This is an optimization exercise on Yosys and OpenROAD, whose aim is small area, not a production implementation. In this exercise RTL edits were held to simulation tests only and were not proved equivalent to the original. Power figures rest on the tool's default switching activity, not on a simulated workload.

Design dso_ctrl, start of the top module:
module dso_ctrl #(
    parameter SETTLE_CYCLES = 1000,    
    parameter MAX_SAMPLES   = 65535
) (
    input  wire       clk,
    input  wire       rst,           
    input  wire       rx_valid,
    input  wire [7:0] rx_data,
    output wire       rx_ready,
    output wire       tx_valid,
    output wire [7:0] tx_data,
    input  wire       tx_ready,
    output reg        baud_fast,     
    output wire       baud_init,     
    output wire       ref_cfg,       
    output wire [7:0] line_oe,
    output wire [7:0] line_out,
    input  wire       fill,
    input  wire [7:0] data_bus,
    output wire       spi_sck,
    output wire       spi_mosi,
    input  wire       spi_miso
);
    localparam [3:0]
        P_BOOT  = 4'd0,     
        P_FETCH = 4'd1,     
        P_PARAM = 4'd2,     
        P_VER   = 4'd3,     
        P_MUL   = 4'd4,     
        P_SPI   = 4'd5,     
        P_BAUD  = 4'd6,     
        P_CAPP  = 4'd7,     
        P_CAPW  = 4'd8,     
        P_ACK   = 4'd9,     
        P_XPOLL = 4'd10,    
        P_XCLK1 = 4'd11,    
        P_XCLK0 = 4'd12,    
        P_XSEND = 4'd13;    
    reg  [3:0]  ph;
    reg  [15:0] c;
    reg         edge_lvl;
    reg         sel0_oe, sel0_out, sel1_oe, sel1_out;
    wire boot  = (ph == P_BOOT);
    wire fetch = (ph == P_FETCH);
    wire param = (ph == P_PARAM);
    wire ver   = (ph == P_VER);
    wire mul   = (ph == P_MUL);
    wire spi   = (ph == P_SPI);
    wire baud  = (ph == P_BAUD);
    wire capp  = (ph == P_CAPP);
    wire capw  = (ph == P_CAPW);
    wire ack   = (ph == P_ACK);
    wire xpoll = (ph == P_XPOLL);
    wire xclk1 = (ph == P_XCLK1);
    wire xclk0 = (ph == P_XCLK0);
  ...
For scale: ~420 cells after synthesis, roughly 33 flip-flops, about 53 I/O pins, roughly 2600 µm² of cells after synthesis.
==> flow/config.mk <==
export PLATFORM = sky130hd
export DESIGN_NAME = dso_ctrl
export DESIGN_NICKNAME = dso_ctrl
export VERILOG_FILES = /design/flow/design.v
export SDC_FILE = /design/flow/constraint.sdc
export NUM_CORES = 4
export LEC_CHECK = 0
export ABC_AREA = 1
export CAP_MARGIN = 20
export CORE_MARGIN = 2
export CORE_UTILIZATION = 40
export SLEW_MARGIN = 20
==> flow/constraint.sdc <==
create_clock -name core_clock -period 10.0 [get_ports {clk}]
set_input_delay 2.0000 -clock core_clock [delete_from_list [all_inputs] [get_ports {clk}]]
set_output_delay 2.0000 -clock core_clock [all_outputs]
set_load 0.01 [all_outputs]
standard.sh (not shown) runs the stock make flow with config.mk's settings and CLKGATE_MAP_FILE= SYNTH_SCRIPT=/design/flow/synth_recipe.tcl, a recipe that flattens the netlist after the stock synthesis.
==> flow/flow/run.sh <==
#!/bin/bash
set -euo pipefail
bash standard.sh \
  "BUFFER_PORTS_ARGS=-buffer_cell sky130_fd_sc_hd__buf_1" \
  "CTS_ARGS=-sink_clustering_enable -repair_clock_nets -dont_use_dummy_load -buf_list {sky130_fd_sc_hd__clkbuf_4}" \
  finish > standard_flow.log 2>&1
Then changed:
==> flow/flow/run.sh (replaced) <==
#!/bin/bash
# The standard layout, with three changes: combinational cells that
# synthesis sized up are set back to the smallest size before floorplan,
# the ports get the smallest buffer, and the clock tree has no dummy loads.
# Each tool's output goes to a log file of its own here.
set -euo pipefail
ARGS=("BUFFER_PORTS_ARGS=-buffer_cell sky130_fd_sc_hd__buf_1"
      "CTS_ARGS=-sink_clustering_enable -repair_clock_nets -dont_use_dummy_load -buf_list {sky130_fd_sc_hd__clkbuf_8}")
bash standard.sh "${ARGS[@]}" synth > synth.log 2>&1
export RESULTS=$PWD/orfs/results/$FLOW_PLATFORM/dso_ctrl/base
openroad -no_init -exit flow/downsize.tcl > downsize.log 2>&1
bash standard.sh "${ARGS[@]}" finish > standard_flow.log 2>&1
==> flow/flow/downsize.tcl (new file) <==
# Replace each combinational cell that synthesis sized up by the same
# function at drive strength 1 (or 0); the placement-stage repair sizes
# up again only what slew, capacitance or timing need. Registers keep
# the cells synthesis gave them.
set odb $::env(RESULTS)/1_synth.odb
read_liberty $::env(FLOW_HOME)/platforms/sky130hd/lib/sky130_fd_sc_hd__tt_025C_1v80.lib
read_db $odb
set db [ord::get_db]
set n 0
foreach inst [[ord::get_db_block] getInsts] {
  set m [[$inst getMaster] getName]
  if {![regexp {^(sky130_fd_sc_hd__[a-z0-9]+)_([0-9]+)$} $m -> base sz]} { continue }
  if {$sz <= 1} { continue }
  if {[regexp {__(df|edf|sdf|dl|sedf|clk)} $base]} { continue }
  foreach cand [list ${base}_1 ${base}_0] {
    if {[$db findMaster $cand] ne "NULL"} {
      if {[catch {replace_cell [$inst getName] $cand} err]} {
        puts "skip [$inst getName] $m -> $cand: $err"
      } else {
        puts "downsize [$inst getName] $m -> $cand"
        incr n
      }
      break
    }
  }
}
puts "downsized $n cells"
write_db $odb
Clock power rose by well over a third.
Setup slack is worse by 0.010 ns.
Die area fell by a few percent.
Total power fell by a few percent.
Sequential power hardly moves.
Routed wire length is about the same.
Cell count fell slightly.
Worst hold slack stays flat.
Area after synthesis fell by a little under a tenth.
Critical path depth is unchanged.
Then changed:
==> flow/run.sh (new file) <==
#!/bin/bash
# synth_recipe.tcl (not shown) runs the flow's synth.tcl, then flattens the netlist and writes it again
# the make line also repeats each setting of config.mk as NAME=value (left out here)
make -C /OpenROAD-flow-scripts/flow DESIGN_CONFIG=/design/flow/config.mk WORK_HOME=/design/flow/orfs CLKGATE_MAP_FILE= SYNTH_SCRIPT=/design/flow/synth_recipe.tcl finish
removed: flow/flow/run.sh
removed: flow/flow/downsize.tcl
removed: flow/standard.sh
Outcome:
- combinational power grows by 26%
- synthesized cell count stays the same
- worst setup slack loses 0.73 ns
- routed wire length grows by 3.8%
- via count climbs by 0.43%
- fmax decreases by 14%
- hold slack improves by 0.0056 ns
- power climbs by 22%
- design area went up by 19%
- sequential share of layout area fell by 3.8 points

==> port drivers added, routing unchanged <==
How much do the figures lean on ideal ports? The routed layouts below were timed once more, with nothing changed but the port constraints.
Step 1, drivers: a clkbuf_16 drives clk and a buf_2 each remaining input, both assumed.
Step 2 also shifts input and output timing later by t, the mid clock arrival at the registers, as if the neighbouring blocks saw the same clock.
a / b / c = ideal ports / drivers / drivers and shift; a / b = the first two.
| run | t, ns | setup slack, ns | worst setup path at the end | worst register clock-pin slew, ns | worst slew at a driven data input, ns |
|---|---|---|---|---|---|
| the first run | 0.362 | 5.577 / 5.555 / 5.555 | input to output | 0.12 / 0.12 | 0.04 |
| the second run | 0.312 | 5.567 / 5.543 / 5.543 | input to output | 0.07 / 0.07 | 0.03 |
| the third run | 0.330 | 4.839 / 4.815 / 4.815 | input to output | 0.09 / 0.09 | 0.04 |
After both steps every run listed still meets setup and hold.
